What follows belongs to an exercise in optimizing a design on an open flow for small area, a short achievable clock period and few clock cycles; a production flow would make more cautious choices. In this exercise RTL edits were held to simulation tests only and were not proved equivalent to the original. Power and IR drop assume default switching activity.

<file path="flow/flow/run.sh">
#!/bin/bash
# Layout flow: the standard ORFS flow (standard.sh, synthesis unchanged), with
#  - repair_timing asked to leave extra setup margin (SETUP_SLACK_MARGIN) so that it
#    shortens the critical paths further than the 30 ns clock alone would make it;
#    TNS_END_PERCENT=0 keeps that repair on the worst paths only;
#  - every port still buffered, with the smallest buffer (repair upsizes the
#    critical ones);
#  - clock tree from clkbuf_8 cells, without dummy balancing loads, sinks
#    clustered by up to 15 within 60 um.
# The constraints (clock, I/O delays, loads) are the design's own. Each make run's
# full output goes to a log file in this folder; ORFS's per-step logs stay under
# orfs/logs.
set -euo pipefail
bash standard.sh \
  SETUP_SLACK_MARGIN=17.5 \
  TNS_END_PERCENT=0 \
  "BUFFER_PORTS_ARGS=-buffer_cell sky130_fd_sc_hd__buf_1" \
  "CTS_ARGS=-sink_clustering_enable -repair_clock_nets -dont_use_dummy_load -buf_list sky130_fd_sc_hd__clkbuf_8 -sink_clustering_size 15 -sink_clustering_max_diameter 60" \
  finish > standard_finish.log 2>&1
</file>
<file path="flow/standard.sh">
#!/bin/bash
# synth_recipe.tcl (not shown) runs the flow's synth.tcl, then flattens the netlist and writes it again
# the make line also repeats each setting of config.mk as NAME=value (left out here)
make -C /OpenROAD-flow-scripts/flow DESIGN_CONFIG=/design/flow/config.mk WORK_HOME=/design/flow/orfs CLKGATE_MAP_FILE= SYNTH_SCRIPT=/design/flow/synth_recipe.tcl "${@:-finish}"
</file>
<file path="flow/config.mk">
export PLATFORM = sky130hd
export DESIGN_NAME = htfv
export DESIGN_NICKNAME = htfv
export VERILOG_FILES = /design/flow/design.v
export SDC_FILE = /design/flow/constraint.sdc
export NUM_CORES = 4
export LEC_CHECK = 0
export CAP_MARGIN = 20
export CORE_MARGIN = 2
export CORE_UTILIZATION = 30
export SLEW_MARGIN = 60
</file>
<file path="flow/constraint.sdc">
create_clock -name core_clock -period 30.0 [get_ports {clk}]
set_input_delay 6.0000 -clock core_clock [delete_from_list [all_inputs] [get_ports {clk}]]
set_output_delay 6.0000 -clock core_clock [all_outputs]
set_load 0.01 [all_outputs]
</file>
<file path="flow/design.v">
module htfv_crc8 (
    input  wire [7:0] acc_in,
    input  wire [7:0] data,
    output reg  [7:0] acc_out
);
    integer i;
    always @* begin
        acc_out = acc_in ^ data;
        for (i = 0; i < 8; i = i + 1) begin
            if (acc_out[7])
                acc_out = {acc_out[6:0], 1'b0} ^ 8'h31;
            else
                acc_out = {acc_out[6:0], 1'b0};
        end
    end
endmodule
module htfv_scaler (
    input  wire [15:0] raw,
    input  wire        humid,      
    output wire [23:0] num
);
    wire        t  = ~humid;
    wire [23:0] r  = {8'd0, raw};
    wire [23:0] o1 = t ? (r << 7) : (r << 6);
    wire [23:0] o2 = r << 5;
    wire [23:0] o3 = r << 2;
    wire [23:0] o4 = t ? r : 24'd0;
    wire [23:0] o5 = t ? 24'hD80028 : 24'd0;
    wire [23:0] s1 = o1 ^ o2 ^ o3;
    wire [23:0] c1 = ((o1 & o2) | (o1 & o3) | (o2 & o3)) << 1;
    wire [23:0] s2 = s1 ^ c1 ^ o4;
    wire [23:0] c2 = ((s1 & c1) | (s1 & o4) | (c1 & o4)) << 1;
    wire [23:0] s3 = s2 ^ c2 ^ o5;
    wire [23:0] c3 = ((s2 & c2) | (s2 & o5) | (c2 & o5)) << 1;
    wire        co;
    htfv_bkadd #(.W(24), .L(5)) u_add (.a(s3), .b(c3), .ci(1'b0), .s(num), .co(co));
endmodule
module htfv_centi (
    input  wire [23:0] num,
    output wire [15:0] centi
);
    wire [28:0] n  = {{5{num[23]}}, num};
    wire [28:0] a1 = n << 4;
    wire [28:0] a2 = n << 3;
    wire [28:0] zs = a1 ^ a2 ^ n;
    wire [28:0] zc = ((a1 & a2) | (a1 & n) | (a2 & n)) << 1;
    wire [28:0] z;                                        
    wire        zco;
    htfv_bkadd #(.W(29), .L(5)) u_z (.a(zs), .b(zc), .ci(1'b0), .s(z), .co(zco));
    wire [15:0] q = {z[28], z[28:14]};
    wire [15:0] l = {z[13:0], 2'b00};
    wire [15:0] lsum;
    wire        c16;
    htfv_bkadd #(.W(16), .L(4)) u_c (.a(l), .b(q), .ci(1'b1), .s(lsum), .co(c16));
    wire        cco;
    htfv_bkadd #(.W(16), .L(4)) u_o (.a(q), .b({16{q[15]}}), .ci(c16), .s(centi), .co(cco));
endmodule
module htfv_bkadd #(
    parameter W = 16,
    parameter L = 4       
) (
    input  wire [W-1:0] a,
    input  wire [W-1:0] b,
    input  wire         ci,
    output wire [W-1:0] s,
    output wire         co
);
    reg [W-1:0] p, g, pp, gg;
    integer i, j;
    always @* begin
        p  = a ^ b;
        g  = a & b;
        gg = g;
        pp = p;
        gg[0] = g[0] | (p[0] & ci);
        for (i = 1; i <= L; i = i + 1)
            for (j = (1 << i) - 1; j < W; j = j + (1 << i)) begin
                gg[j] = gg[j] | (pp[j] & gg[j - (1 << (i - 1))]);
                pp[j] = pp[j] & pp[j - (1 << (i - 1))];
            end
        for (i = L; i > 0; i = i - 1)
            for (j = (1 << i) + (1 << (i - 1)) - 1; j < W; j = j + (1 << i)) begin
                gg[j] = gg[j] | (pp[j] & gg[j - (1 << (i - 1))]);
                pp[j] = pp[j] & pp[j - (1 << (i - 1))];
            end
    end
    assign s  = p ^ {gg[W-2:0], ci};
    assign co = gg[W-1];
endmodule
module htfv (
    input  wire        clk,
    input  wire        rst,
    input  wire        op_valid,
    input  wire [31:0] op,
    output wire        op_ready,
    input  wire [4:0]  raddr,
    output reg  [31:0] rdata
);
    localparam [1:0] S_IDLE = 2'd0, S_RECV = 2'd1, S_DONE = 2'd2, S_FAIL = 2'd3;
    localparam [1:0] C_NONE = 2'd0, C_RST = 2'd1, C_CONV = 2'd2, C_READ = 2'd3;
    localparam [2:0] E_OK = 3'd0, E_CHECKSUM = 3'd1, E_BUS = 3'd2, E_SEQUENCE = 3'd3,
                     E_RANGE = 3'd4, E_NOT_VALID = 3'd5, E_ILLEGAL = 3'd6;
    reg [7:0]  devaddr;
    reg        lock;
    reg [1:0]  cmd;
    reg [7:0]  acc;
    reg        match;
    reg [1:0]  fstate;
    reg [4:0]  count, idx;
    reg [1:0]  pos;
    reg [7:0]  hi, lo;
    reg        ckerr, ferr;
    reg [3:0]  erridx;
    reg [15:0] word [0:15];
    reg [15:0] rlo;
    reg        rsel;
    reg [23:0] cnum;
    reg [2:0]  ecode;
    assign op_ready = 1'b1;
    wire [7:0]  grp    = op[31:24];
    wire [7:0]  op_idx = op[23:16];
    wire [15:0] imm    = op[15:0];
    wire [7:0]  b      = op[7:0];
    wire z_idx = (op_idx == 8'h00);
    wire z_hi  = (op[15:8] == 8'h00);
    wire z_b   = (b == 8'h00);
    wire f_none = z_idx & z_hi & z_b;    
    wire f_byte = z_idx & z_hi;          
    wire f_word = z_idx;                 
    wire f_ix   = z_hi & z_b;            
    wire is_nop      = (grp == 8'h00) & f_none;
    wire is_cmd      = ((grp == 8'h10) | (grp == 8'h11) | (grp == 8'h12)) & f_none;
    wire is_cfg_addr = (grp == 8'h1F) & f_byte;
    wire is_crc_init = (grp == 8'h20) & f_none;
    wire is_crc_byte = (grp == 8'h21) & f_byte;
    wire is_crc_cmp  = (grp == 8'h22) & f_byte;
    wire is_crc_word = (grp == 8'h23) & f_word;
    wire is_frm_start= (grp == 8'h30) & f_byte;
    wire is_frm_byte = (grp == 8'h31) & f_byte;
    wire is_frm_berr = (grp == 8'h32) & f_none;
    wire is_frm_read = (grp == 8'h33) & f_ix;
    wire is_scl_imm  = ((grp == 8'h40) | (grp == 8'h41)) & f_word;
    wire is_scl_wd   = ((grp == 8'h42) | (grp == 8'h43)) & f_ix;
    wire [7:0] acc_next;
    htfv_crc8 u_crc_acc (.acc_in(acc), .data(b), .acc_out(acc_next));
    wire [7:0] fc1, fc2;
    htfv_crc8 u_crc_f1 (.acc_in(8'h00), .data(hi), .acc_out(fc1));
    htfv_crc8 u_crc_f2 (.acc_in(fc1),   .data(lo), .acc_out(fc2));
    wire [7:0] fcrc = (pos == 2'd1) ? fc1 : fc2;
    wire [7:0] wcrc_hi, wcrc;
    htfv_crc8 u_crc_w0 (.acc_in(8'h00),   .data(imm[15:8]), .acc_out(wcrc_hi));
    htfv_crc8 u_crc_w1 (.acc_in(wcrc_hi), .data(imm[7:0]),  .acc_out(wcrc));
    wire [15:0] word_rd = word[op_idx[3:0]];
    wire        idx_ok  = (op_idx < {3'b000, count});
    wire [15:0] scl_raw   = grp[1] ? word_rd : imm;
    wire        scl_humid = grp[0];
    wire [23:0] scl_num;
    htfv_scaler u_scaler (.raw(scl_raw), .humid(scl_humid), .num(scl_num));
    wire frame_ok  = (fc2 == b);
    wire ckerr_new = ckerr | ~frame_ok;
    wire last      = (idx + 5'd1 == count);
    wire in_recv   = (fstate == S_RECV);
    wire in_done   = (fstate == S_DONE);
    always @(posedge clk) begin
        if (pos == 2'd2)
            word[idx[3:0]] <= {hi, lo};
    end
    always @(posedge clk) begin
        if (rst) begin
            devaddr <= 8'h40;
            lock    <= 1'b0;
            cmd     <= C_NONE;
            acc     <= 8'h00;
            match   <= 1'b0;
            fstate  <= S_IDLE;
            count   <= 5'd0;
            idx     <= 5'd0;
            pos     <= 2'd0;
            hi      <= 8'h00;
            lo      <= 8'h00;
            ckerr   <= 1'b0;
            ferr    <= 1'b0;
            erridx  <= 4'd0;
            rlo     <= 16'd0;
            rsel    <= 1'b0;
            cnum    <= 24'd0;
            ecode   <= E_OK;
        end else if (op_valid) begin
            if (is_nop) begin
                ecode <= E_OK;
            end else if (is_cmd) begin
                if (in_recv) begin
                    ecode <= E_SEQUENCE;
                end else begin
                    lock  <= 1'b1;
                    cmd   <= grp[1:0] + 2'd1;
                    ecode <= E_OK;
                end
            end else if (is_cfg_addr) begin
                if (lock) begin
                    ecode <= E_SEQUENCE;
                end else begin
                    devaddr <= b;
                    lock    <= 1'b1;
                    ecode   <= E_OK;
                end
            end else if (is_crc_init) begin
                acc   <= 8'h00;
                ecode <= E_OK;
            end else if (is_crc_byte) begin
                acc   <= acc_next;
                ecode <= E_OK;
            end else if (is_crc_cmp) begin
                match <= (acc == b);
                ecode <= E_OK;
            end else if (is_crc_word) begin
                rlo   <= {8'd0, wcrc};
                rsel  <= 1'b0;
                ecode <= E_OK;
            end else if (is_frm_start) begin
                if (in_recv) begin
                    ecode <= E_SEQUENCE;
                end else if (b > 8'd16) begin
                    ecode <= E_RANGE;
                end else begin
                    count  <= b[4:0];
                    idx    <= 5'd0;
                    pos    <= 2'd0;
                    hi     <= 8'h00;
                    lo     <= 8'h00;
                    ckerr  <= 1'b0;
                    ferr   <= 1'b0;
                    erridx <= 4'd0;
                    fstate <= (b == 8'd0) ? S_DONE : S_RECV;
                    ecode  <= E_OK;
                end
            end else if (is_frm_byte) begin
                if (!in_recv) begin
                    ecode <= E_SEQUENCE;
                end else if (pos == 2'd0) begin
                    hi    <= b;
                    pos   <= 2'd1;
                    ecode <= E_OK;
                end else if (pos == 2'd1) begin
                    lo    <= b;
                    pos   <= 2'd2;
                    ecode <= E_OK;
                end else begin
                    if (!ckerr && !frame_ok) begin
                        ckerr  <= 1'b1;
                        erridx <= idx[3:0];
                    end
                    idx <= idx + 5'd1;
                    pos <= 2'd0;
                    if (last && !ckerr_new) begin
                        fstate <= S_DONE;
                        ecode  <= E_OK;
                    end else if (last) begin
                        fstate <= S_FAIL;
                        ecode  <= E_CHECKSUM;
                    end else begin
                        ecode  <= E_OK;
                    end
                end
            end else if (is_frm_berr) begin
                if (!in_recv) begin
                    ecode <= E_SEQUENCE;
                end else begin
                    erridx <= idx[3:0];
                    ferr   <= 1'b1;
                    fstate <= S_FAIL;
                    ecode  <= E_BUS;
                end
            end else if (is_frm_read) begin
                if (!in_done) begin
                    ecode <= E_NOT_VALID;
                end else if (!idx_ok) begin
                    ecode <= E_RANGE;
                end else begin
                    rlo   <= word_rd;
                    rsel  <= 1'b0;
                    ecode <= E_OK;
                end
            end else if (is_scl_imm) begin
                rsel  <= 1'b1;
                cnum  <= scl_num;
                ecode <= E_OK;
            end else if (is_scl_wd) begin
                if (!in_done) begin
                    ecode <= E_NOT_VALID;
                end else if (!idx_ok) begin
                    ecode <= E_RANGE;
                end else begin
                    rsel  <= 1'b1;
                    cnum  <= scl_num;
                    ecode <= E_OK;
                end
            end else begin
                ecode <= E_ILLEGAL;
            end
        end
    end
    wire [15:0] centi;
    htfv_centi u_centi (.num(cnum), .centi(centi));
    wire [7:0]  txa    = (cmd != C_NONE) ? devaddr : 8'h00;
    wire [7:0]  txb    = (cmd == C_RST) ? 8'h1E : (cmd == C_CONV) ? 8'h40 : 8'h00;
    wire [7:0]  rxw    = (cmd == C_READ) ? 8'd2 : 8'd0;
    wire [15:0] waitus = (cmd == C_RST) ? 16'd5000 : (cmd == C_CONV) ? 16'd5600 : 16'd0;
    always @* begin
        case (raddr)
            5'h00: rdata = {4'h0, erridx, 3'b000, idx, 5'b00000, ecode, lock, match, ferr, ckerr, pos, fstate};
            5'h01: rdata = rsel ? {{8{cnum[23]}}, cnum} : {16'h0000, rlo};
            5'h02: rdata = {16'h0000, centi};
            5'h03: rdata = {8'h00, rxw, txa, txb};
            5'h04: rdata = {16'h0000, waitus};
            5'h05: rdata = {24'h000000, acc};
            5'h06: rdata = {24'h000000, devaddr};
            5'h07: rdata = {fcrc, lo, hi, 3'b000, count};
            5'h08: rdata = 32'd16;
            default: rdata = 32'h0000_0000;
        endcase
    end
endmodule
</file>
==> notes.md, run 1 <==
Outcome: no timing/DRC/antenna violations
Fraction of registers with async set or reset after synthesis: 0%
Maximum fanout count along the critical path: 13
Setup violations, final: 0
GRT Overall Usage: 16.9%
Share of layout cells above drive strength 1: 18.3%
Routed metal-1 wire length: 26500 um
Final-layout setup total negative slack: 0 ns
Detailed-routed wire length on met3: 4290 um
Ratio of final minimum period to clock period: 45.9%
Boundary Pins: 73
Number of buffers created by CTS: 34
Global-route wire length before repair: 90400 um
Area growth, synth to finish: 12.3%
Commonest non-fill, non-tap cell in the layout: sky130_fd_sc_hd__edfxtp_1
Antenna diode count: 0
Die height: 269 um
Minimum setup slack among reg-to-reg paths: 23.32 ns
Main synth FF type: sky130_fd_sc_hd__edfxtp_1
CTS H-Tree Depth: 2
Commonest cells after routing, fill and taps aside: 256 x sky130_fd_sc_hd__edfxtp_1, 127 x sky130_fd_sc_hd__nor2_1, 112 x sky130_fd_sc_hd__ha_1, 89 x sky130_fd_sc_hd__inv_1, 83 x sky130_fd_sc_hd__mux2i_1
Clock Skew: 0.0927 ns
Post-synth EDFFs: 256
Depth of the worst register-to-register path: 23
Synth Cell Area: 21000 um^2
Standard-cell rows: 97
Violation count after the first detailed-routing iteration: 1298
Via count of the first global-routing pass: 14300
Mapped Avg Cell Area: 12.7 um^2
Data arrival time at the worst-slack endpoint: 7.76 ns
CTS Root Cell: sky130_fd_sc_hd__clkbuf_8
Per-cell routed wire length: 22.7 um
Maximum frequency from static timing analysis: 0.0727 GHz
IR Drop Worst-Case VDD: 0.0251 mV
Antenna violations before repair: 2
Synthesis warning total: 5
Final Hold Viols: 0
Launch point of the worst path: raddr[3]
Avg Vias per Cell: 5.23
Worst hold path type: reg2reg
Reg clk slew, reported paths: 0.06 ns
Worst setup timing slack at the placement stage: 16.05 ns
Beginning of the worst register-to-register path: word[11][4]$_DFFE_PP_
Portion of the post-synthesis area used by sequential elements: 46.1%
Core Region: 69700 um^2
Die area: 72100 um^2
Setup crit end: rdata[18]
Type of destination of the critical path: output port
Tightest Pin Transition: 0.588 ns
Routed Antenna Nets: 0
Number of iterations in the first detailed-routing pass: 7
Vias after detailed routing: 14100
Number of hold buffers added after CTS: 0
Startpoint type of the worst setup path: input pin
Crit Path Category: in2out
Final-stage net count: 1991
Setup slack of the critical path after layout: 16.24 ns
Starting density of the core: 30.1%
Leakage power summed over all cells: 0.00853 uW
Number of sinks on the clock net: 356
Layout fillers: 6826
Post-Syn Instances: 1656
Die Wd: 269 um
Count of final max-slew check failures: 0
Maximum buffer depth of the clock tree: 3
Top metal layer carrying routed signals: met5
Syn_nets: 1888
Period minus WS final: 13.76 ns
Maximum number of pins on one net before global-route repair: 63
Clock Latency Late Sink: 0.59 ns
Worst max-slew margin expressed relative to the limit: 59.7%
CP required: 24.00 ns
End of the worst register-to-register path: cnum[23]$_SDFFE_PP0P_
Instance area after placement: 22700 um^2
Half-perimeter wire length after placement: 43500 um
Gp weighted congestion: 0.966
Post-synthesis sequential element count: 356
Number of port buffers: 71
WL met2: 28400 um
Drt drc: 0
Post-layout instance count excluding filler cells: 2697
Origin of the worst min-delay path: ecode[1]$_SDFFE_PP0P_
Leftover overflow at the end of global routing: 0
Unrepaired setup endpoints after global routing: yes
Post-synthesis cell type count: 84
Number of placed instances, taps included: 2640
CTS tree: done
Routed Wire Length: 61100 um
Reg area: 9740 um^2
Areal power density over the cells: 39.2 nW/um^2
Final non-filler cell area: 23600 um^2
Number of violations of the max-capacitance limit: 0
Total area of multi-input combinational cells: 10900 um^2
==> through the flow <==
stage / utilization, % / power, uW / hold WS (ns)
after floorplan: - / 637 / 0.429
after global placement: 32.3 / 673 / 0.462
after detailed placement: 32.6 / 678 / 0.466
after CTS: 33.5 / 934 / 0.476
after global routing: 33.9 / 966 / 0.521
final: 33.9 / 925 / 0.481
==> layout make-up <==
class | count | share of cell area, %
multi-input combinational | 1125 | 46.2
sequential | 356 | 41.3
tap | 940 | 4.99
timing repair buffer | 147 | 4.00
clock buffer | 34 | 1.98
inverter | 95 | 1.52
==> report_power, final <==
group,total (uW),internal [uW],switching [uW]
combinational,148,63.6,84.1
clock,258,102,157
sequential,519,519,0.134
==> flip-flops by register name, indices dropped and copies added (netlist names), 2 cells and up <==
signal	flops
pos	2
idx	5
rlo	16
acc	8
count	5
word	256
cnum	24
erridx	4
devaddr	8
hi	8
fstate	2
lo	8
ecode	3
cmd	2
==> synthesized netlist by cell type (6+ instances only) <==
library cell	count	share of area, %
sky130_fd_sc_hd__nor3_1	24	0.57
sky130_fd_sc_hd__buf_6	7	0.38
sky130_fd_sc_hd__a211oi_1	23	0.82
sky130_fd_sc_hd__buf_2	12	0.29
sky130_fd_sc_hd__o22ai_1	7	0.21
sky130_fd_sc_hd__and3_1	9	0.27
sky130_fd_sc_hd__nor2_1	145	2.6
sky130_fd_sc_hd__mux2i_1	83	4.0
sky130_fd_sc_hd__nand4_1	7	0.21
sky130_fd_sc_hd__a21oi_1	58	1.4
sky130_fd_sc_hd__nand2b_1	32	0.95
sky130_fd_sc_hd__a22oi_1	31	1.1
sky130_fd_sc_hd__fa_1	78	7.4
sky130_fd_sc_hd__xor2_1	38	1.6
sky130_fd_sc_hd__a21o_1	23	0.82
sky130_fd_sc_hd__nand3_1	22	0.52
sky130_fd_sc_hd__nor2b_1	9	0.27
sky130_fd_sc_hd__a221o_1	6	0.29
sky130_fd_sc_hd__clkbuf_1	46	0.82
sky130_fd_sc_hd__edfxtp_1	256	37
sky130_fd_sc_hd__dfxtp_1	100	9.5
sky130_fd_sc_hd__ha_1	114	6.8
sky130_fd_sc_hd__nand2_1	82	1.5
sky130_fd_sc_hd__xnor2_1	78	3.3
sky130_fd_sc_hd__a222oi_1	7	0.33
sky130_fd_sc_hd__inv_1	92	1.6
sky130_fd_sc_hd__o21ai_0	38	0.91
sky130_fd_sc_hd__buf_1	9	0.16
sky130_fd_sc_hd__o21a_1	10	0.36
sky130_fd_sc_hd__or3_1	12	0.36
sky130_fd_sc_hd__a221oi_1	7	0.29
sky130_fd_sc_hd__mux4_2	80	8.6
sky130_fd_sc_hd__o2111ai_1	6	0.25
sky130_fd_sc_hd__o211ai_1	6	0.21
sky130_fd_sc_hd__o21ai_1	7	0.17
==> timing repair <==
item,CTS,global route
gates resized for setup,30,25
setup buffers,8,13
hold endpoints to repair,0,0
setup endpoints to repair,36,37
gates cloned,0,0
pin swaps,15,38
==> worst max-delay path, stage by stage <==
cell and delay, ns:
sky130_fd_sc_hd__buf_1 0.18, sky130_fd_sc_hd__nor2_1 0.08, sky130_fd_sc_hd__nand2_1 0.23, sky130_fd_sc_hd__nor2_4 0.13
sky130_fd_sc_hd__buf_6 0.18, sky130_fd_sc_hd__a222oi_1 0.45, sky130_fd_sc_hd__clkdlybuf4s15_2 0.32, sky130_fd_sc_hd__inv_1 0.05
sky130_fd_sc_hd__buf_1 0.12
==> metal layers <==
| metal | vias to the layer above | GRT usage [%] |
|---|---|---|
| li1 | 6288 | - |
| met1 | 7194 | 22.9 |
| met2 | 494 | 27.2 |
| met3 | 119 | 3.16 |
| met4 | 4 | 5.47 |
| met5 | - | 0 |
==> worst min path at each step <==
stage	depth (start not counted)	end	slack, ns
2_1_floorplan	2	rlo[4]$_SDFFE_PP0P_	0.43
3_3_place_gp	2	ecode[1]$_SDFFE_PP0P_	0.46
3_5_place_dp	2	ecode[1]$_SDFFE_PP0P_	0.47
4_1_cts	2	ecode[1]$_SDFFE_PP0P_	0.48
5_1_grt	2	erridx[3]$_SDFFE_PP0P_	0.52
6_report	2	ecode[1]$_SDFFE_PP0P_	0.48
==> cells by family after synthesis <==
| family | after synthesis | share of synthesized area (%) |
|---|---|---|
| adder cells (fa/ha/maj) | 192 | 14.2 |
| other | 1 | 0.0179 |
| XOR/XNOR | 128 | 6.05 |
| AND/OR/NAND/NOR | 379 | 8.80 |
| AO/OA/AOI/OAI | 258 | 8.35 |
| flip-flops | 356 | 46.1 |
| buffers and inverters | 175 | 3.65 |
| multiplexers | 167 | 12.8 |
Testbench counts, summed over its fixed seeds: cycles 13,426.
==> run 2, diff against run 1 <==
--- a/flow/config.mk
+++ b/flow/config.mk
@@ -7,5 +7,5 @@
 export LEC_CHECK = 0
 export CAP_MARGIN = 20
 export CORE_MARGIN = 2
-export CORE_UTILIZATION = 30
+export CORE_UTILIZATION = 50
 export SLEW_MARGIN = 60
==> run 2 against run 1 <==
Final area shrank 2.8%; largest cell class unchanged; count of clock-buffer cells in the layout grew 1; power shrank 0.44%; area after synthesis is the same; clock power is essentially flat; utilization grew 21 points; highest routed layer is now met4; critical path type unchanged; hold slack lost 0.011 ns; critical endpoint is now rdata[14]; global-route usage grew 9.5 points.
==> notes.md, run 2 <==
Routed Antenna Nets: 0 (unchanged)
Ratio of final minimum period to clock period: 45.5% (-0.31 points)
Areal power density over the cells: 40.2 nW/um^2 (+2.4%)
Maximum number of pins on one net before global-route repair: 64 (+1.6%)
Number of buffers created by CTS: 35 (+2.9%)
Number of port buffers: 71 (unchanged)
Via count of the first global-routing pass: 14000 (-2.3%)
Count of final max-slew check failures: 0 (unchanged)
Die area: 43600 um^2 (-39%)
Most frequent cells after synthesis: 256 x sky130_fd_sc_hd__edfxtp_1, 145 x sky130_fd_sc_hd__nor2_1, 114 x sky130_fd_sc_hd__ha_1
Depth of the worst register-to-register path: 21 (-8.7%)
Mapped Avg Cell Area: 12.7 um^2 (unchanged)
GRT Overall Usage: 26.4% (+9.5 points)
CP required: 24.00 ns (about the same)
Worst hold path type: reg2reg
Final Hold Viols: 0 (unchanged)
Setup violations, final: 0 (unchanged)
Worst max-slew margin expressed relative to the limit: 59.7% (about the same)
Leakage power summed over all cells: 0.00845 uW (-0.86%)
Final-layout setup total negative slack: 0 ns (unchanged)
Synthesis warning total: 5 (unchanged)
Launch point of the worst path: raddr[3]
Max reg flops: 256 (unchanged)
CTS Root Cell: sky130_fd_sc_hd__clkbuf_8
Starting density of the core: 50.4% (+20 points)
Most frequent cell after synthesis: sky130_fd_sc_hd__edfxtp_1
IR Drop Worst-Case VDD: 0.0377 mV (+50%)
Half-perimeter wire length after placement: 40900 um (-6.0%)
Violation count after the first detailed-routing iteration: 924 (-29%)
Post-synthesis sequential element count: 356 (unchanged)
Setup crit end: rdata[14]
Synth Cell Area: 21000 um^2 (unchanged)
End of the worst register-to-register path: cnum[22]$_SDFFE_PP0P_
Core Region: 41700 um^2 (-40%)
Final-stage net count: 1976 (-0.75%)
CTS H-Tree Depth: 2 (unchanged)
Maximum fanout count along the critical path: 10 (-3)
Cell taking the most area after synthesis: sky130_fd_sc_hd__edfxtp_1
Post-synth EDFFs: 256 (unchanged)
Number of hold buffers added after CTS: 0 (unchanged)
Main synth FF type: sky130_fd_sc_hd__edfxtp_1
Beginning of the worst register-to-register path: word[15][4]$_DFFE_PP_
Maximum frequency from static timing analysis: 0.0732 GHz (+0.69%)
Avg Vias per Cell: 6.02 (+15%)
Commonest non-fill, non-tap cell in the layout: sky130_fd_sc_hd__edfxtp_1
Layout fillers: 3511 (-49%)
Share of layout cells above drive strength 1: 18.0% (-0.30 points)
Clock Skew: 0.0786 ns (-0.0141 ns)
Die Wd: 209 um (-22%)
Yosys top cell area share: 36.6% (unchanged)
CTS tree: done
Vias after detailed routing: 13700 (-2.7%)
Routed Wire Length: 56600 um (-7.4%)
Post-Syn Instances: 1656 (unchanged)
Antenna diode count: 0 (unchanged)
Number of sinks on the clock net: 356 (unchanged)
Area growth, synth to finish: 9.19%
Reg clk slew, reported paths: 0.06 ns (about the same)
Tightest Pin Transition: 0.587 ns (-0.000118 ns)
Syn_nets: 1888 (unchanged)
Number of violations of the max-capacitance limit: 0 (unchanged)
Maximum buffer depth of the clock tree: 3 (unchanged)
Crit Path Category: in2out
Portion of the post-synthesis area used by sequential elements: 46.1% (unchanged)
Clock Latency Late Sink: 0.58 ns (about the same)
Unrepaired setup endpoints after global routing: yes
Commonest cells after routing, fill and taps aside: 256 x sky130_fd_sc_hd__edfxtp_1, 130 x sky130_fd_sc_hd__nor2_1, 113 x sky130_fd_sc_hd__ha_1, 90 x sky130_fd_sc_hd__inv_1, 81 x sky130_fd_sc_hd__mux2i_1
Die height: 209 um (-22%)
Top cells by area, synth: sky130_fd_sc_hd__edfxtp_1 37%, sky130_fd_sc_hd__dfxtp_1 9.5%, sky130_fd_sc_hd__mux4_2 8.6%
Gp weighted congestion: 0.983 (+1.7%)
Boundary Pins: 73 (unchanged)
Outcome: no timing/DRC/antenna violations
Antenna violations before repair: 0 (-2)
Post-synthesis cell type count: 84 (unchanged)
Leftover overflow at the end of global routing: 0 (unchanged)
Per-cell routed wire length: 24.8 um (+9.5%)
Number of iterations in the first detailed-routing pass: 6 (-1)
Startpoint type of the worst setup path: input pin
Drt drc: 0 (unchanged)
Minimum setup slack among reg-to-reg paths: 23.35 ns (+0.03 ns)
Period minus WS final: 13.66 ns (-0.0937 ns)
Standard-cell rows: 75 (-23%)
Type of destination of the critical path: output port
Power, Total: 921 uW (-0.44%)
Fraction of registers with async set or reset after synthesis: 0% (unchanged)
Global-route wire length before repair: 86100 um (-4.8%)
Data arrival time at the worst-slack endpoint: 7.66 ns (-0.10 ns)
-- run 2: cell counts after synthesis --
Identical to the previous run, type by type.
-- run 2: cell families (layout without fill, tap and decap cells) --
| group | after synthesis | after routing | synth area share, % |
|---|---|---|---|
| mux | 167 | 167 | 12.8 |
| compound gates | 258 | 258 | 8.35 |
| xor+xnor | 128 | 128 | 6.05 |
| buf+inv | 175 | 261 | 3.65 |
| simple gates | 379 | 379 | 8.80 |
| fa+ha+maj | 192 | 192 | 14.2 |
| other cells | 1 | 1 | 0.0179 |
| flops | 356 | 356 | 46.1 |
-- run 2: layout make-up --
cell class              instances  area (um^2)  share of cell area (%)
inverters                      95          359                    1.57
repair buffers                131          782                    3.41
flip-flops and latches        356         9740                    42.5
well taps                     539          674                    2.94
clock buffers                  35          482                    2.10
multi-input cells            1125        10900                    47.5
-- run 2: routing by layer --
metal | track usage, % | vias up | part of all wire (%)
li1 | - | 6248 | -
met1 | 34.9 | 6885 | 41
met4 | 10.3 | 0 | 4.1
met5 | 0 | - | 0
met2 | 44.9 | 475 | 49
met3 | 3.07 | 116 | 5.3
-- run 2: worst max-delay path, cell delays in order --
cell                       delay [ns]
sky130_fd_sc_hd__buf_1           0.14
sky130_fd_sc_hd__nor3_2          0.27
sky130_fd_sc_hd__nand3b_1        0.32
sky130_fd_sc_hd__buf_2           0.31
sky130_fd_sc_hd__nor2_1          0.16
sky130_fd_sc_hd__nand3_1         0.09
sky130_fd_sc_hd__o21ai_0         0.18
sky130_fd_sc_hd__buf_1           0.18
-- run 2: worst min path at each step --
stage / start / to / slack (ns) / cells after the start
after floorplan: rlo[4]$_SDFFE_PP0P_ / rlo[4]$_SDFFE_PP0P_ / 0.43 / 2
after global placement: rlo[1]$_SDFFE_PP0P_ / rlo[1]$_SDFFE_PP0P_ / 0.45 / 2
after detailed placement: rlo[1]$_SDFFE_PP0P_ / rlo[1]$_SDFFE_PP0P_ / 0.45 / 2
after CTS: rlo[1]$_SDFFE_PP0P_ / rlo[1]$_SDFFE_PP0P_ / 0.46 / 2
after global routing: rlo[4]$_SDFFE_PP0P_ / rlo[4]$_SDFFE_PP0P_ / 0.50 / 2
final: rlo[1]$_SDFFE_PP0P_ / rlo[1]$_SDFFE_PP0P_ / 0.47 / 2
-- run 2: where the power goes --
| part | internal [uW] | leakage [uW] | switching, uW |
|---|---|---|---|
| Sequential | 519 | 0.00319 | 0.133 |
| Combinational | 62.6 | 0.00501 | 82.2 |
| Clock | 104 | 0.000252 | 152 |
| Total | 686 | 0.00845 | 235 |
-- run 2: what timing repair did --
item / in CTS / in global routing
setup endpoints to repair: 33 / 38
resized for setup: 31 / 25
buffers inserted: 12 / 5
pin swaps: 21 / 23
-- run 2: through the flow --
step           hold slack [ns]  std cells  util [%]  cell area [um^2]  setup WS (ns)
2_1_floorplan            0.429       1656         -             21100          16.99
3_3_place_gp             0.453       2222      52.7             21900          16.10
3_5_place_dp             0.454       2228      53.1             22100          16.21
4_1_cts                  0.463       2275      54.6             22800          16.38
5_1_grt                  0.500       2281      55.0             22900          16.17
6_report                 0.469       2281      55.0             22900          16.34
==> run 3, diff against run 2 <==
--- a/flow/config.mk
+++ b/flow/config.mk
@@ -8,4 +8,5 @@
 export CAP_MARGIN = 20
 export CORE_MARGIN = 2
 export CORE_UTILIZATION = 50
+export PLACE_DENSITY = 0.7
 export SLEW_MARGIN = 60
==> run 3 against run 2 <==
Clock power fell by 6%; power fell by 1.7%; fmax fell by 0.72%; cell count barely moved; via count rose by 1.5%; die area did not move; worst setup slack got worse by 0.099 ns; critical path type is now reg2out; largest cell class unchanged; highest routed layer is now met5.
==> notes.md, run 3 <==
Synth Cell Area: 21000 um^2 (unchanged)
Die area: 43600 um^2 (unchanged)
Per-cell routed wire length: 24.5 um (-1.3%)
Drt drc: 0 (unchanged)
Final-layout setup total negative slack: 0 ns (unchanged)
Worst hold path type: reg2reg
Setup crit end: rdata[12]
Mapped Avg Cell Area: 12.7 um^2 (unchanged)
CP required: 24.00 ns (about the same)
Unrepaired setup endpoints after global routing: yes
Maximum number of pins on one net before global-route repair: 79 (+23%)
Standard-cell rows: 75 (unchanged)
Commonest cells after routing, fill and taps aside: 256 x sky130_fd_sc_hd__edfxtp_1, 130 x sky130_fd_sc_hd__nor2_1, 114 x sky130_fd_sc_hd__ha_1, 92 x sky130_fd_sc_hd__inv_1, 81 x sky130_fd_sc_hd__nand2_1
Beginning of the worst register-to-register path: word[15][4]$_DFFE_PP_
Post-synth EDFFs: 256 (unchanged)
Most Frequent Cell on Critical Path: sky130_fd_sc_hd__fa_2
Boundary Pins: 73 (unchanged)
Number of buffers created by CTS: 31 (-11%)
Antenna violations before repair: 4 (+4)
Final non-filler cell area: 22800 um^2 (-0.35%)
Maximum buffer depth of the clock tree: 3 (unchanged)
Die Wd: 209 um (unchanged)
Gp weighted congestion: 0.950 (-3.4%)
Commonest non-fill, non-tap cell in the layout: sky130_fd_sc_hd__edfxtp_1
Area growth, synth to finish: 8.81%
Global-route wire length before repair: 84100 um (-2.4%)
Final Hold Viols: 0 (unchanged)
Clock Latency Late Sink: 0.64 ns (+0.06 ns)
GRT Overall Usage: 25.7% (-0.72 points)
CTS H-Tree Depth: 1 (-1)
Leakage power summed over all cells: 0.00844 uW (-0.16%)
Worst hold slack after final layout: 0.478 ns (+0.00909 ns)
Cell taking the most area after synthesis: sky130_fd_sc_hd__edfxtp_1
Number of iterations in the first detailed-routing pass: 7 (+1)
CTS Root Cell: sky130_fd_sc_hd__clkbuf_8
Setup violations, final: 0 (unchanged)
Period minus WS final: 13.76 ns (+0.0991 ns)
Data arrival time at the worst-slack endpoint: 7.76 ns (+0.10 ns)
Die height: 209 um (unchanged)
Minimum setup slack among reg-to-reg paths: 23.52 ns (+0.17 ns)
Longest individual stage delay on the worst path: 0.55 ns (+0.23 ns)
Post-Syn Instances: 1656 (unchanged)
Number of violations of the max-capacitance limit: 0 (unchanged)
Tightest Pin Transition: 0.611 ns (+0.0237 ns)
Post-synthesis sequential element count: 356 (unchanged)
Post-synthesis cell type count: 84 (unchanged)
Half-perimeter wire length after placement: 39500 um (-3.4%)
Leftover overflow at the end of global routing: 0 (unchanged)
Number of sinks on the clock net: 356 (unchanged)
Routed Wire Length: 56000 um (-1.2%)
P_int: 673 uW (-1.9%)
Maximum frequency from static timing analysis: 0.0727 GHz (-0.72%)
Fraction of registers with async set or reset after synthesis: 0% (unchanged)
Avg Vias per Cell: 6.10 (+1.4%)
Ratio of final minimum period to clock period: 45.9% (+0.33 points)
Instance area after placement: 22100 um^2 (-0.15%)
Launch point of the worst path: cnum[0]$_SDFFE_PP0P_
Routed Antenna Nets: 0 (unchanged)
Setup slack of the critical path after layout: 16.24 ns (-0.0991 ns)
Type of destination of the critical path: output port
Share of layout cells above drive strength 1: 16.8% (-1.3 points)
End of the worst register-to-register path: cnum[22]$_SDFFE_PP0P_
Main synth FF type: sky130_fd_sc_hd__edfxtp_1
Switching Power: 231 uW (-1.4%)
Areal power density over the cells: 39.6 nW/um^2 (-1.4%)
Worst max-slew margin expressed relative to the limit: 59.2% (-0.51 points)
Syn_nets: 1888 (unchanged)
Number of hold buffers added after CTS: 0 (unchanged)
Clock share of power: 26.6% (-1.3 points)
Combinational group share of total power: 16.0% (+0.3 points)
Top cells by area, synth: sky130_fd_sc_hd__edfxtp_1 37%, sky130_fd_sc_hd__dfxtp_1 9.5%, sky130_fd_sc_hd__mux4_2 8.6%
Violation count after the first detailed-routing iteration: 1200 (+30%)
Worst-path cell with the longest stage delay: sky130_fd_sc_hd__fa_1
Outcome: no timing/DRC/antenna violations
Number of port buffers: 71 (unchanged)
Yosys top cell area share: 36.6% (unchanged)
Switch share: 25.6% (+0.094 points)
Core Region: 41700 um^2 (unchanged)
Worst setup timing slack at the placement stage: 16.14 ns (-0.0703 ns)
Reg clk slew, reported paths: 0.08 ns (+0.02 ns)
CTS tree: done
Layout fillers: 3503 (-0.23%)
Final-stage net count: 1975 (-0.051%)
Clock Skew: 0.0620 ns (-0.0167 ns)
Most frequent cells after synthesis: 256 x sky130_fd_sc_hd__edfxtp_1, 145 x sky130_fd_sc_hd__nor2_1, 114 x sky130_fd_sc_hd__ha_1
IR Drop Worst-Case VDD: 0.0494 mV (+31%)
Startpoint type of the worst setup path: flip-flop
Count of final max-slew check failures: 0 (unchanged)
Crit Path Category: reg2out
Portion of the post-synthesis area used by sequential elements: 46.1% (unchanged)
Via count of the first global-routing pass: 13900 (-0.18%)
Vias after detailed routing: 13900 (+1.5%)
Maximum fanout count along the critical path: 4 (-6)
Most frequent cell after synthesis: sky130_fd_sc_hd__edfxtp_1
Max reg flops: 256 (unchanged)
Origin of the worst min-delay path: ecode[1]$_SDFFE_PP0P_
Depth of the worst register-to-register path: 21 (unchanged)
Sequential Power Share: 57.4% (+1.0 points)
Synthesis warning total: 5 (unchanged)
Starting density of the core: 50.4% (unchanged)
-- run 3: cell counts after synthesis --
Identical to the previous run, type by type.
-- run 3: worst min path at each step --
stage	end	cells past startpoint	slack, ns
CTS	ecode[1]$_SDFFE_PP0P_	2	0.48
global route	erridx[3]$_SDFFE_PP0P_	2	0.50
global placement	rsel$_SDFFE_PP0P_	2	0.46
finish	ecode[1]$_SDFFE_PP0P_	2	0.48
detailed placement	ecode[1]$_SDFFE_PP0P_	2	0.47
floorplan	rlo[4]$_SDFFE_PP0P_	2	0.43
-- run 3: logic make-up (layout without fill, tap and decap cells) --
| logic type | after synthesis | after routing | share of synthesized area, % |
|---|---|---|---|
| xor+xnor | 128 | 128 | 6.05 |
| compound gates | 258 | 258 | 8.35 |
| other cells | 1 | 4 | 0.0179 |
| fa+ha+maj | 192 | 192 | 14.2 |
| simple gates | 379 | 379 | 8.80 |
| buf+inv | 175 | 260 | 3.65 |
| mux | 167 | 167 | 12.8 |
| flops | 356 | 356 | 46.1 |
-- run 3: stage by stage --
step           power (uW)  utilization (%)  std cells
3_3_place_gp          672             52.7       2223
4_1_cts               913             54.6       2276
5_1_grt               941             54.8       2282
3_5_place_dp          677             53.0       2226
6_report              905             54.8       2283
2_1_floorplan         637                -       1656
-- run 3: cell type report --
| cell class | instances | area, um^2 | share of cell area (%) |
|---|---|---|---|
| multi-input combinational | 1125 | 10900 | 47.5 |
| inverter | 95 | 358 | 1.57 |
| clock buffer | 31 | 427 | 1.87 |
| tap | 539 | 674 | 2.95 |
| timing repair buffer | 134 | 806 | 3.53 |
| antenna | 3 | 7.51 | 0.0329 |
| sequential | 356 | 9720 | 42.5 |
-- run 3: power groups by stage --
stage / sequential, uW / combinational [uW] / clock (uW)
5_1_grt: 520 / 160 / 261
2_1_floorplan: 531 / 106 / 0
3_3_place_gp: 531 / 142 / 0
4_1_cts: 520 / 147 / 246
6_report: 520 / 145 / 241
3_5_place_dp: 531 / 146 / 0
-- run 3: what timing repair did --
action,CTS,global route
resized for setup,31,2
cloned,0,0
endpoints found under the setup margin,32,35
pin swaps,17,8
buffers inserted,19,2
-- run 3: layer usage --
metal	global-route usage, %	wire (um)	vias to the layer above	share of wire [%]
li1	-	-	6248	-
met1	33.0	22400	7031	40
met2	42.5	27000	498	48
met3	4.58	3720	155	6.6
met4	12.5	2870	2	5.1
met5	0	12	-	0.021
-- run 3: critical path: cells and delay by family (launching register included) --
family	cells	cell delay [ns]
flip-flops	1	0.36
AND/OR/NAND/NOR	4	0.42
XOR/XNOR	1	0.17
AO/OA/AOI/OAI	19	3.44
buffers and inverters	2	0.20
adder cells (fa/ha/maj)	8	2.56
==> run 4, diff against run 3 <==
--- a/flow/config.mk
+++ b/flow/config.mk
@@ -7,6 +7,6 @@
 export LEC_CHECK = 0
 export CAP_MARGIN = 20
 export CORE_MARGIN = 2
-export CORE_UTILIZATION = 50
-export PLACE_DENSITY = 0.7
+export CORE_UTILIZATION = 65
+export PLACE_DENSITY = 0.78
 export SLEW_MARGIN = 60
==> run 4 against run 3 <==
Still clean; final area down 0.19%; critical path depth down 27; combinational power about the same; area after synthesis unchanged; via count up 2.9%; global-route usage up 8.7 points; worst setup slack better by 0.16 ns; synthesized cell count unchanged; sequential power about the same; die area down 23%.
==> notes.md, run 4 <==
Depth of the worst register-to-register path: 21 (unchanged)
Half-perimeter wire length after placement: 40700 um (+3.0%)
Number of port buffers: 71 (unchanged)
Post-Syn Instances: 1656 (unchanged)
Mapped Avg Cell Area: 12.7 um^2 (unchanged)
IR Drop Worst-Case VDD: 0.0465 mV (-5.9%)
Portion of the post-synthesis area used by sequential elements: 46.1% (unchanged)
Type of destination of the critical path: output port
Number of hold buffers added after CTS: 0 (unchanged)
Beginning of the worst register-to-register path: word[12][4]$_DFFE_PP_
Drt drc: 0 (unchanged)
Area growth, synth to finish: 8.60%
Areal power density over the cells: 40.1 nW/um^2 (+1.1%)
Boundary Pins: 73 (unchanged)
Post-synth EDFFs: 256 (unchanged)
Synth Cell Area: 21000 um^2 (unchanged)
Die Wd: 184 um (-12%)
Total area of multi-input combinational cells: 10900 um^2 (+0.10%)
Most frequent cell after synthesis: sky130_fd_sc_hd__edfxtp_1
Antenna diode count: 0 (-3)
Min-Delay Path Depth: 2 (unchanged)
Leftover overflow at the end of global routing: 0 (unchanged)
End of the worst register-to-register path: cnum[22]$_SDFFE_PP0P_
CTS H-Tree Depth: 2 (+1)
Yosys top cell area share: 36.6% (unchanged)
Crit Path Category: in2out
Layout fillers: 2166 (-38%)
Tightest Pin Transition: 0.560 ns (-0.0508 ns)
Maximum number of pins on one net before global-route repair: 59 (-25%)
Final Hold Viols: 0 (unchanged)
Top cells by area, synth: sky130_fd_sc_hd__edfxtp_1 37%, sky130_fd_sc_hd__dfxtp_1 9.5%, sky130_fd_sc_hd__mux4_2 8.6%
Starting density of the core: 66.2% (+16 points)
Count of final max-slew check failures: 0 (unchanged)
Standard-cell rows: 65 (-13%)
Number of buffers created by CTS: 34 (+9.7%)
Switching Power: 230 uW (-0.41%)
Cell taking the most area after synthesis: sky130_fd_sc_hd__edfxtp_1
Maximum buffer depth of the clock tree: 3 (unchanged)
Die height: 184 um (-12%)
Period minus WS final: 13.60 ns (-0.159 ns)
Commonest cells after routing, fill and taps aside: 256 x sky130_fd_sc_hd__edfxtp_1, 131 x sky130_fd_sc_hd__nor2_1, 114 x sky130_fd_sc_hd__ha_1, 91 x sky130_fd_sc_hd__inv_1, 83 x sky130_fd_sc_hd__mux2i_1
Core Region: 31700 um^2 (-24%)
Max reg flops: 256 (unchanged)
Final-layout setup total negative slack: 0 ns (unchanged)
Final-stage net count: 1988 (+0.66%)
Routed Wire Length: 56300 um (+0.55%)
Via count of the first global-routing pass: 14500 (+4.2%)
Data arrival time at the worst-slack endpoint: 7.60 ns (-0.16 ns)
Antenna violations before repair: 0 (-4)
Synthesized-area fraction occupied by ao, oa, aoi and oai cells: 8.35% (unchanged)
Commonest non-fill, non-tap cell in the layout: sky130_fd_sc_hd__edfxtp_1
Setup violations, final: 0 (unchanged)
Sequential Power Share: 56.9% (-0.5 points)
Reg area: 9740 um^2 (+0.18%)
Simple-Gate Fraction of Synth Area: 8.80% (unchanged)
Maximum fanout count along the critical path: 14 (+10)
Most frequent cells after synthesis: 256 x sky130_fd_sc_hd__edfxtp_1, 145 x sky130_fd_sc_hd__nor2_1, 114 x sky130_fd_sc_hd__ha_1
Origin of the worst min-delay path: erridx[3]$_SDFFE_PP0P_
Per-cell routed wire length: 26.1 um (+6.5%)
Maximum frequency from static timing analysis: 0.0735 GHz (+1.2%)
GRT Overall Usage: 34.4% (+8.7 points)
Post-Synth Adder-Cell Area: 14.2% (unchanged)
Reg clk slew, reported paths: 0.05 ns (-0.03 ns)
Xor-xnor portion of the synthesized cell area: 6.05% (unchanged)
Violation count after the first detailed-routing iteration: 1617 (+35%)
Clock Latency Late Sink: 0.58 ns (-0.06 ns)
Post-synthesis sequential element count: 356 (unchanged)
Clock share of power: 27.4% (+0.8 points)
P_int: 683 uW (+1.4%)
Outcome: no timing/DRC/antenna violations
Minimum setup slack among reg-to-reg paths: 23.44 ns (-0.08 ns)
Fraction of registers with async set or reset after synthesis: 0% (unchanged)
Post-synthesis cell type count: 84 (unchanged)
Clock Skew: 0.0954 ns (+0.0334 ns)
Die area: 33800 um^2 (-23%)
Avg Vias per Cell: 6.65 (+8.9%)
Ratio of final minimum period to clock period: 45.3% (-0.53 points)
CTS Root Cell: sky130_fd_sc_hd__clkbuf_8
Worst max-slew margin expressed relative to the limit: 61.6% (+2.4 points)
Synthesis warning total: 5 (unchanged)
Gp weighted congestion: 1.00 (+5.3%)
Main synth FF type: sky130_fd_sc_hd__edfxtp_1
Leakage power summed over all cells: 0.00852 uW (+0.97%)
Combinational group share of total power: 15.7% (-0.3 points)
Global-route wire length before repair: 85900 um (+2.2%)
Routed Antenna Nets: 0 (unchanged)
Unrepaired setup endpoints after global routing: yes
Worst hold slack after final layout: 0.482 ns (+0.00373 ns)
CP required: 24.00 ns (about the same)
Vias after detailed routing: 14300 (+2.9%)
Number of violations of the max-capacitance limit: 0 (unchanged)
Switch share: 25.2% (-0.34 points)
Worst hold path type: reg2reg
Dominant combinational cell family by area after synthesis: adder cells
CTS tree: done
Worst hold endpoint: erridx[3]$_SDFFE_PP0P_
Startpoint type of the worst setup path: input pin
Number of sinks on the clock net: 356 (unchanged)
Share of layout cells above drive strength 1: 18.1% (+1.4 points)
Syn_nets: 1888 (unchanged)
Number of iterations in the first detailed-routing pass: 7 (unchanged)
Multiplexer share of the synthesized area: 12.8% (unchanged)
[run 4: cell counts after synthesis]
No cell type changed its count.
[run 4: cells by family after synthesis]
kind of cell	Yosys count
AOI/OAI and AO/OA	258
xor gates and xnor gates	128
adders and majority gates	192
buffers and inverters	175
DFF	356
muxes	167
other	1
and+or+nand+nor	379
[run 4: area by class of cell]
class / instances / area share, %
well taps: 402 / 2.21
clock buffers: 34 / 2.05
multi-input cells: 1125 / 47.7
inverters: 95 / 1.56
flip-flops and latches: 356 / 42.7
repair buffers: 144 / 3.82
[run 4: per-layer routing]
| metal | up-vias | track usage (%) | wire length, um |
|---|---|---|---|
| li1 | 6283 | - | - |
| met1 | 7069 | 44.1 | 20700 |
| met2 | 790 | 57.8 | 27300 |
| met3 | 193 | 5.25 | 4930 |
| met4 | 0 | 16.9 | 3280 |
| met5 | - | 0 | 0 |
[run 4: power groups by stage]
stage | Combinational [uW] | Sequential, uW | Clock [uW]
finish | 143 | 519 | 251
global placement | 139 | 531 | 0
floorplan | 106 | 531 | 0
global route | 161 | 519 | 275
CTS | 145 | 520 | 254
detailed placement | 144 | 531 | 0
[run 4: how the worst max path moves through the flow]
stage	startpoint	to	slack (ns)	depth (start not counted)
2_1_floorplan	raddr[0]	rdata[24]	16.99	6
3_3_place_gp	cnum[4]$_SDFFE_PP0P_	rdata[12]	16.14	33
3_5_place_dp	cnum[4]$_SDFFE_PP0P_	rdata[12]	16.14	34
4_1_cts	cnum[0]$_SDFFE_PP0P_	rdata[13]	16.40	38
5_1_grt	cnum[0]$_SDFFE_PP0P_	rdata[11]	16.22	38
6_report	raddr[3]	rdata[6]	16.40	7
[run 4: worst max-delay path, cell delays in order]
cell                        delay [ns]
sky130_fd_sc_hd__buf_1            0.13
sky130_fd_sc_hd__or3_4            0.45
sky130_fd_sc_hd__nor3_4           0.27
sky130_fd_sc_hd__buf_4            0.29
sky130_fd_sc_hd__a222oi_1         0.13
sky130_fd_sc_hd__o2111ai_1        0.15
sky130_fd_sc_hd__buf_1            0.18
[run 4: stage by stage]
step / instance area (um^2) / cells / total power, uW / utilization, % / setup WS [ns]
6_report: 22800 / 2156 / 913 / 71.9 / 16.40
5_1_grt: 22800 / 2156 / 956 / 71.9 / 16.22
4_1_cts: 22600 / 2143 / 919 / 71.3 / 16.40
3_5_place_dp: 21900 / 2088 / 675 / 69.1 / 16.14
3_3_place_gp: 21800 / 2083 / 670 / 68.6 / 16.14
2_1_floorplan: 21100 / 1656 / 637 / - / 16.99
[run 4: what timing repair did]
action                                  CTS  global route
endpoints found under the setup margin   33            38
pin swaps                                22            21
resized for setup                        25            22
buffers inserted                         21            13
==> run 5, diff against run 4 <==
--- a/flow/flow/run.sh
+++ b/flow/flow/run.sh
@@ -12,7 +12,7 @@
 # orfs/logs.
 set -euo pipefail
 bash standard.sh \
-  SETUP_SLACK_MARGIN=17.5 \
+  SETUP_SLACK_MARGIN=18.5 \
   TNS_END_PERCENT=0 \
   "BUFFER_PORTS_ARGS=-buffer_cell sky130_fd_sc_hd__buf_1" \
   "CTS_ARGS=-sink_clustering_enable -repair_clock_nets -dont_use_dummy_load -buf_list sky130_fd_sc_hd__clkbuf_8 -sink_clustering_size 15 -sink_clustering_max_diameter 60" \
==> run 5 against run 4 <==
Die area is the same; utilization is the same; synthesized cell count is the same; hold slack is the same; combinational power is essentially flat; still clean on timing, DRC and antenna; critical path type unchanged; clock skew is the same; count of clock-buffer cells in the layout is the same.
==> notes.md, run 5 <==
Type of destination of the critical path: output port
Maximum fanout count along the critical path: 14 (unchanged)
Cell family with most CP delay: simple AND/OR/NAND/NOR gates
P_int: 683 uW (unchanged)
Sequential Power Share: 56.9% (about the same)
Clock Latency Late Sink: 0.58 ns (about the same)
Cell taking the most area after synthesis: sky130_fd_sc_hd__edfxtp_1
Number of sinks on the clock net: 356 (unchanged)
Die area: 33800 um^2 (unchanged)
Worst-path cell with the longest stage delay: sky130_fd_sc_hd__or3_4
Most frequent cells after synthesis: 256 x sky130_fd_sc_hd__edfxtp_1, 145 x sky130_fd_sc_hd__nor2_1, 114 x sky130_fd_sc_hd__ha_1
Post-synthesis cell type count: 84 (unchanged)
Fraction of registers with async set or reset after synthesis: 0% (unchanged)
Maximum buffer depth of the clock tree: 3 (unchanged)
Portion of the post-synthesis area used by sequential elements: 46.1% (unchanged)
Maximum frequency from static timing analysis: 0.0735 GHz (unchanged)
Avg Vias per Cell: 6.65 (unchanged)
Setup violations, final: 0 (unchanged)
Commonest non-fill, non-tap cell in the layout: sky130_fd_sc_hd__edfxtp_1
Mapped Avg Cell Area: 12.7 um^2 (unchanged)
Per-cell routed wire length: 26.1 um (unchanged)
Unrepaired setup endpoints after global routing: yes
Standard-cell rows: 65 (unchanged)
Die height: 184 um (unchanged)
Leftover overflow at the end of global routing: 0 (unchanged)
Routed Wire Length: 56300 um (unchanged)
Post-Synth Adder-Cell Area: 14.2% (unchanged)
Drt drc: 0 (unchanged)
Worst max-slew margin expressed relative to the limit: 61.6% (unchanged)
Top cells by area, synth: sky130_fd_sc_hd__edfxtp_1 37%, sky130_fd_sc_hd__dfxtp_1 9.5%, sky130_fd_sc_hd__mux4_2 8.6%
Switch share: 25.2% (unchanged)
Global-route wire length before repair: 85900 um (unchanged)
Number of iterations in the first detailed-routing pass: 7 (unchanged)
Period minus WS final: 13.60 ns (unchanged)
Clock Skew: 0.0954 ns (unchanged)
Reg clk slew, reported paths: 0.05 ns (about the same)
Most Frequent Cell on Critical Path: sky130_fd_sc_hd__buf_1
Xor-xnor portion of the synthesized cell area: 6.05% (unchanged)
Final non-filler cell area: 22800 um^2 (unchanged)
Post-synth EDFFs: 256 (unchanged)
Min-Delay Path Depth: 2 (unchanged)
Final-stage net count: 1988 (unchanged)
Yosys top cell area share: 36.6% (unchanged)
Worst Path Buf+Inv: 3 (unchanged)
Total area of multi-input combinational cells: 10900 um^2 (unchanged)
Number of buffers created by CTS: 34 (unchanged)
Number of hold buffers added after CTS: 0 (unchanged)
Depth of the worst register-to-register path: 21 (unchanged)
Cells traversed along the worst timing path: buf_1 > or3_4 > nor3_4 > buf_4 > a222oi_1 > o2111ai_1 > buf_1
Maximum number of pins on one net before global-route repair: 59 (unchanged)
Final-layout setup total negative slack: 0 ns (unchanged)
CTS H-Tree Depth: 2 (unchanged)
Antenna diode count: 0 (unchanged)
Outcome: no timing/DRC/antenna violations
Post-Syn Instances: 1656 (unchanged)
Simple-Gate Fraction of Synth Area: 8.80% (unchanged)
Worst hold path type: reg2reg
Via count of the first global-routing pass: 14500 (unchanged)
Die Wd: 184 um (unchanged)
Antenna violations before repair: 0 (unchanged)
Core Region: 31700 um^2 (unchanged)
Leakage power summed over all cells: 0.00852 uW (unchanged)
Number of port buffers: 71 (unchanged)
Crit Path Category: in2out
Synthesis warning total: 5 (unchanged)
Number of placed instances, taps included: 2088 (unchanged)
Dominant combinational cell family by area after synthesis: adder cells
Vias after detailed routing: 14300 (unchanged)
Tightest Pin Transition: 0.560 ns (unchanged)
Count of final max-slew check failures: 0 (unchanged)
Instance area after placement: 21900 um^2 (unchanged)
Routed Antenna Nets: 0 (unchanged)
Half-perimeter wire length after placement: 40700 um (unchanged)
Syn_nets: 1888 (unchanged)
Layout fillers: 2166 (unchanged)
Longest individual stage delay on the worst path: 0.45 ns (about the same)
Max reg flops: 256 (unchanged)
Clock share of power: 27.4% (about the same)
Startpoint type of the worst setup path: input pin
Most frequent cell after synthesis: sky130_fd_sc_hd__edfxtp_1
Ratio of final minimum period to clock period: 45.3% (unchanged)
Reg area: 9740 um^2 (unchanged)
Synth Cell Area: 21000 um^2 (unchanged)
CP required: 24.00 ns (about the same)
Share of layout cells above drive strength 1: 18.1% (unchanged)
Depth of the critical timing path with buffers and inverters included: 7 (unchanged)
CTS Root Cell: sky130_fd_sc_hd__clkbuf_8
Switching Power: 230 uW (unchanged)
Final Hold Viols: 0 (unchanged)
Boundary Pins: 73 (unchanged)
Gp weighted congestion: 1.00 (unchanged)
Post-synthesis sequential element count: 356 (unchanged)
Area growth, synth to finish: 8.60% (unchanged)
CTS tree: done
Areal power density over the cells: 40.1 nW/um^2 (unchanged)
Commonest cells after routing, fill and taps aside: 256 x sky130_fd_sc_hd__edfxtp_1, 131 x sky130_fd_sc_hd__nor2_1, 114 x sky130_fd_sc_hd__ha_1, 91 x sky130_fd_sc_hd__inv_1, 83 x sky130_fd_sc_hd__mux2i_1
IR Drop Worst-Case VDD: 0.0465 mV (unchanged)
Number of violations of the max-capacitance limit: 0 (unchanged)
Combinational group share of total power: 15.7% (about the same)
Violation count after the first detailed-routing iteration: 1617 (unchanged)
Main synth FF type: sky130_fd_sc_hd__edfxtp_1
GRT Overall Usage: 34.4% (unchanged)
Data arrival time at the worst-slack endpoint: 7.60 ns (about the same)
Post-layout instance count excluding filler cells: 2156 (unchanged)
Starting density of the core: 66.2% (unchanged)
Multiplexer share of the synthesized area: 12.8% (unchanged)
Synthesized-area fraction occupied by ao, oa, aoi and oai cells: 8.35% (unchanged)
run 5: cell counts in the layout (fill, tap and decap cells not counted):
Identical to the previous run, type by type.
run 5: layer usage:
layer | vias up | track usage [%] | routed length (um)
met5 | - | 0 | 0
met4 | 0 | 16.9 | 3280
met3 | 193 | 5.25 | 4930
met2 | 790 | 57.8 | 27300
met1 | 7069 | 44.1 | 20700
li1 | 6283 | - | -
run 5: metrics by stage:
stage | worst slack, ns | util, % | hold slack, ns | total power (uW)
2_1_floorplan | 16.99 | - | 0.429 | 637
3_3_place_gp | 16.14 | 68.6 | 0.467 | 670
3_5_place_dp | 16.14 | 69.1 | 0.471 | 675
4_1_cts | 16.40 | 71.3 | 0.485 | 919
5_1_grt | 16.22 | 71.9 | 0.519 | 956
6_report | 16.40 | 71.9 | 0.482 | 913
run 5: worst reg2reg max path, delay by kind of cell, from the launching register on:
family / cells / cell delay [ns]
compound gates: 9 / 1.98
flops: 1 / 0.39
mux: 3 / 1.56
buf+inv: 3 / 0.29
fa+ha+maj: 5 / 2.20
simple gates: 1 / 0.08
run 5: path summary, 6_finish.rpt:
kind / start / to / slack (ns)
hold / removal: erridx[3]$_SDFFE_PP0P_ / erridx[3]$_SDFFE_PP0P_ / 0.48
setup reg to reg: word[12][4]$_DFFE_PP_ / cnum[22]$_SDFFE_PP0P_ / 23.44
hold reg to reg: erridx[3]$_SDFFE_PP0P_ / erridx[3]$_SDFFE_PP0P_ / 0.48
setup / recovery: raddr[3] / rdata[6] / 16.40
run 5: timing repair:
action,CTS,global route
pin swaps,22,21
setup endpoints to repair,45,46
gates cloned,0,0
buffers inserted,21,13
resized for setup,25,22
run 5: power groups by stage:
stage | combinational (uW) | clock, uW | sequential [uW]
final | 143 | 251 | 519
after global routing | 161 | 275 | 519
after CTS | 145 | 254 | 520
after detailed placement | 144 | 0 | 531
after global placement | 139 | 0 | 531
after floorplan | 106 | 0 | 531
run 5: layout make-up:
cell class | instances | area share [%]
tap | 402 | 2.21
timing repair buffer | 144 | 3.82
inverter | 95 | 1.56
sequential | 356 | 42.7
multi-input combinational | 1125 | 47.7
clock buffer | 34 | 2.05
run 5: cells by family after synthesis:
logic type / Yosys count
muxes: 167
AOI/OAI and AO/OA: 258
xor gates and xnor gates: 128
DFF: 356
adders and majority gates: 192
other: 1
buffers and inverters: 175
and+or+nand+nor: 379
==> run 6, diff against run 5 <==
--- a/flow/flow/run.sh
+++ b/flow/flow/run.sh
@@ -12,7 +12,7 @@
 # orfs/logs.
 set -euo pipefail
 bash standard.sh \
-  SETUP_SLACK_MARGIN=18.5 \
+  SETUP_SLACK_MARGIN=17.5 \
   TNS_END_PERCENT=0 \
   "BUFFER_PORTS_ARGS=-buffer_cell sky130_fd_sc_hd__buf_1" \
   "CTS_ARGS=-sink_clustering_enable -repair_clock_nets -dont_use_dummy_load -buf_list sky130_fd_sc_hd__clkbuf_8 -sink_clustering_size 15 -sink_clustering_max_diameter 60" \
--- a/flow/config.mk
+++ b/flow/config.mk
@@ -5,6 +5,7 @@
 export SDC_FILE = /design/flow/constraint.sdc
 export NUM_CORES = 4
 export LEC_CHECK = 0
+export ABC_AREA = 1
 export CAP_MARGIN = 20
 export CORE_MARGIN = 2
 export CORE_UTILIZATION = 65
==> run 6 against run 5 <==
Fmax increased by 0.49%; clock power decreased by 4%; worst setup slack improved by 0.067 ns; final area increased by 1.9%; critical path depth increased by 28; count of clock-buffer cells in the layout decreased by 3; non-clock buffer count decreased by 13; die area increased by 2.2%; combinational power increased by 53%; global-route usage increased by 3.8 points; via count increased by 22%; cell count increased by 28%; largest power group unchanged.
==> notes.md, run 6 <==
Synth Cell Area: 21500 um^2 (+2.3%)
Die height: 186 um (+1.1%)
Yosys top cell area share: 35.8% (-0.81 points)
Final-stage net count: 2544 (+28%)
Crit Path Category: reg2out
Top cells by area, synth: sky130_fd_sc_hd__edfxtp_1 36%, sky130_fd_sc_hd__dfxtp_1 9.3%, sky130_fd_sc_hd__nand2_1 7.4%
Reg clk slew, reported paths: 0.10 ns (+0.05 ns)
Longest individual stage delay on the worst path: 0.55 ns (+0.10 ns)
Layout fillers: 2474 (+14%)
Syn_nets: 2466 (+31%)
Leftover overflow at the end of global routing: 0 (unchanged)
Worst max-slew margin expressed relative to the limit: 57.9% (-3.7 points)
Fraction of registers with async set or reset after synthesis: 0% (unchanged)
Maximum frequency from static timing analysis: 0.0739 GHz (+0.49%)
Main synth FF type: sky130_fd_sc_hd__edfxtp_1
Startpoint type of the worst setup path: flip-flop
Avg Vias per Cell: 6.35 (-4.5%)
Number of buffers created by CTS: 31 (-8.8%)
Die Wd: 186 um (+1.1%)
IR Drop Worst-Case VDD: 0.0311 mV (-33%)
Number of port buffers: 71 (unchanged)
Tightest Pin Transition: 0.631 ns (+0.0711 ns)
P_int: 697 uW (+2.1%)
Type of destination of the critical path: output port
Worst hold path type: reg2reg
Drt drc: 0 (unchanged)
Cell taking the most area after synthesis: sky130_fd_sc_hd__edfxtp_1
CP required: 24.00 ns (about the same)
Post-synthesis cell type count: 69 (-18%)
Vias after detailed routing: 17500 (+22%)
Via count of the first global-routing pass: 16700 (+15%)
Maximum buffer depth of the clock tree: 3 (unchanged)
Boundary Pins: 73 (unchanged)
Worst hold slack after final layout: 0.477 ns (-0.00506 ns)
Outcome: no timing/DRC/antenna violations
Global-route wire length before repair: 98000 um (+14%)
Core Region: 32500 um^2 (+2.6%)
Starting density of the core: 66.0% (-0.20 points)
Final non-filler cell area: 23200 um^2 (+1.9%)
Instance area after placement: 22500 um^2 (+2.6%)
Clock Skew: 0.0876 ns (-0.00777 ns)
Origin of the worst min-delay path: ecode[0]$_SDFFE_PP0P_
Ratio of final minimum period to clock period: 45.1% (-0.22 points)
GRT Overall Usage: 38.2% (+3.8 points)
Final-layout setup total negative slack: 0 ns (unchanged)
Beginning of the worst register-to-register path: word[13][4]$_DFFE_PP_
Number of hold buffers added after CTS: 0 (unchanged)
Share of layout cells above drive strength 1: 12.9% (-5.3 points)
Switching Power: 283 uW (+23%)
==> run 6: cell types whose count changed in the layout (fill, tap and decap cells not counted), moves of 18 or more <==
cell / change
sky130_fd_sc_hd__xnor2_1: -37
sky130_fd_sc_hd__a21oi_1: +66
sky130_fd_sc_hd__nand2b_1: -32
sky130_fd_sc_hd__mux2i_1: -81
sky130_fd_sc_hd__nand3_1: +83
sky130_fd_sc_hd__a21o_1: -18
sky130_fd_sc_hd__inv_1: +114
sky130_fd_sc_hd__mux4_2: -80
sky130_fd_sc_hd__o21ai_0: +86
sky130_fd_sc_hd__a31o_2: +25
sky130_fd_sc_hd__nand2_1: +341
sky130_fd_sc_hd__a22oi_1: -28
sky130_fd_sc_hd__o221ai_1: +67
==> run 6: routing by layer <==
metal | GRT usage [%] | part of all wire (%) | routed length [um]
met1 | 49.7 | 38 | 24900
met5 | 0 | 0 | 0
met3 | 5.79 | 9.0 | 5880
met4 | 18.1 | 5.6 | 3680
met2 | 63.1 | 47 | 31000
==> run 6: worst max-delay path: cells and delay by family, from the launching register on <==
family          cells  cell delay, ns
simple gates        6            0.50
flops               1            0.37
fa+ha+maj           8            3.12
compound gates     16            2.55
buf+inv             5            0.39
==> run 6: path summary, 6_finish.rpt <==
check / slack [ns] / endpoint / depth (start not counted)
setup / recovery: 16.46 / rdata[10] / 35
hold / removal: 0.48 / ecode[0]$_SDFFE_PP0P_ / 2
setup reg to reg: 23.84 / cnum[22]$_SDFFE_PP0P_ / 26
hold reg to reg: 0.48 / ecode[0]$_SDFFE_PP0P_ / 2
==> run 6: cell type report <==
| cell class | instances | area, um^2 | area share [%] |
|---|---|---|---|
| clock buffers | 31 | 427 | 1.84 |
| multi-input cells | 1557 | 10900 | 46.8 |
| inverters | 235 | 908 | 3.91 |
| repair buffers | 131 | 743 | 3.20 |
| flip-flops and latches | 356 | 9730 | 41.9 |
| well taps | 442 | 553 | 2.38 |
==> run 6: what timing repair did <==
item                                    in CTS  in global routing
pin swaps                                   14                 23
buffers inserted                            12                  9
endpoints found under the setup margin      34                 40
gates resized for setup                     26                 19
==> run 6: stage by stage <==
step | worst slack (ns) | cells | utilization, % | total power [uW]
final | 16.46 | 2752 | 71.4 | 980
after detailed placement | 16.31 | 2700 | 69.1 | 743
after global placement | 16.12 | 2695 | 68.7 | 737
after floorplan | 17.07 | 2234 | - | 689
after global routing | 16.21 | 2752 | 71.4 | 1020
after CTS | 16.48 | 2743 | 71.0 | 979
==> run 6: power groups by stage <==
stage | clock network (uW) | registers (uW) | logic [uW]
floorplan | 0 | 531 | 158
global placement | 0 | 531 | 206
detailed placement | 0 | 531 | 212
CTS | 242 | 520 | 217
global route | 257 | 519 | 248
finish | 242 | 519 | 219
==> run 6: kinds of logic (layout without fill, tap and decap cells) <==
kind of cell / after synthesis / after routing / synth area share, %
and+or+nand+nor: 760 / 760 / 15.5
muxes: 2 / 2 / 0.0932
DFF: 356 / 356 / 45.1
AOI/OAI and AO/OA: 507 / 507 / 15.6
adders and majority gates: 192 / 192 / 13.9
buffers and inverters: 321 / 397 / 5.87
xor gates and xnor gates: 95 / 95 / 3.97
other: 1 / 1 / 0.0175

-- port drivers added, routing unchanged --
Ports are ideal in the flow. The routed layouts listed here were re-timed in OpenROAD.
Step 1, drivers: a clkbuf_16 drives clk and a buf_2 each remaining input, both assumed.
Step 2 times the ports against the registers' clock, not the clock port: input delays grow and output delays shrink by t, the midpoint of the rising clock arrivals with the driver on.
Three values: no drivers, after step 1, after step 2; two values: the first two.
| run | t (ns) | setup slack, ns |
|---|---|---|
| run 1 | 0.598 | 16.243 / 16.203 / 16.203 |
| run 2 | 0.587 | 16.337 / 16.313 / 16.313 |
| run 3 | 0.657 | 16.238 / 16.188 / 16.324 |
| run 4 | 0.581 | 16.397 / 16.366 / 16.372 |
| run 5 | 0.581 | 16.397 / 16.366 / 16.372 |
| run 6 | 0.660 | 16.464 / 16.412 / 16.447 |
After both steps setup and hold are still met in every run listed.
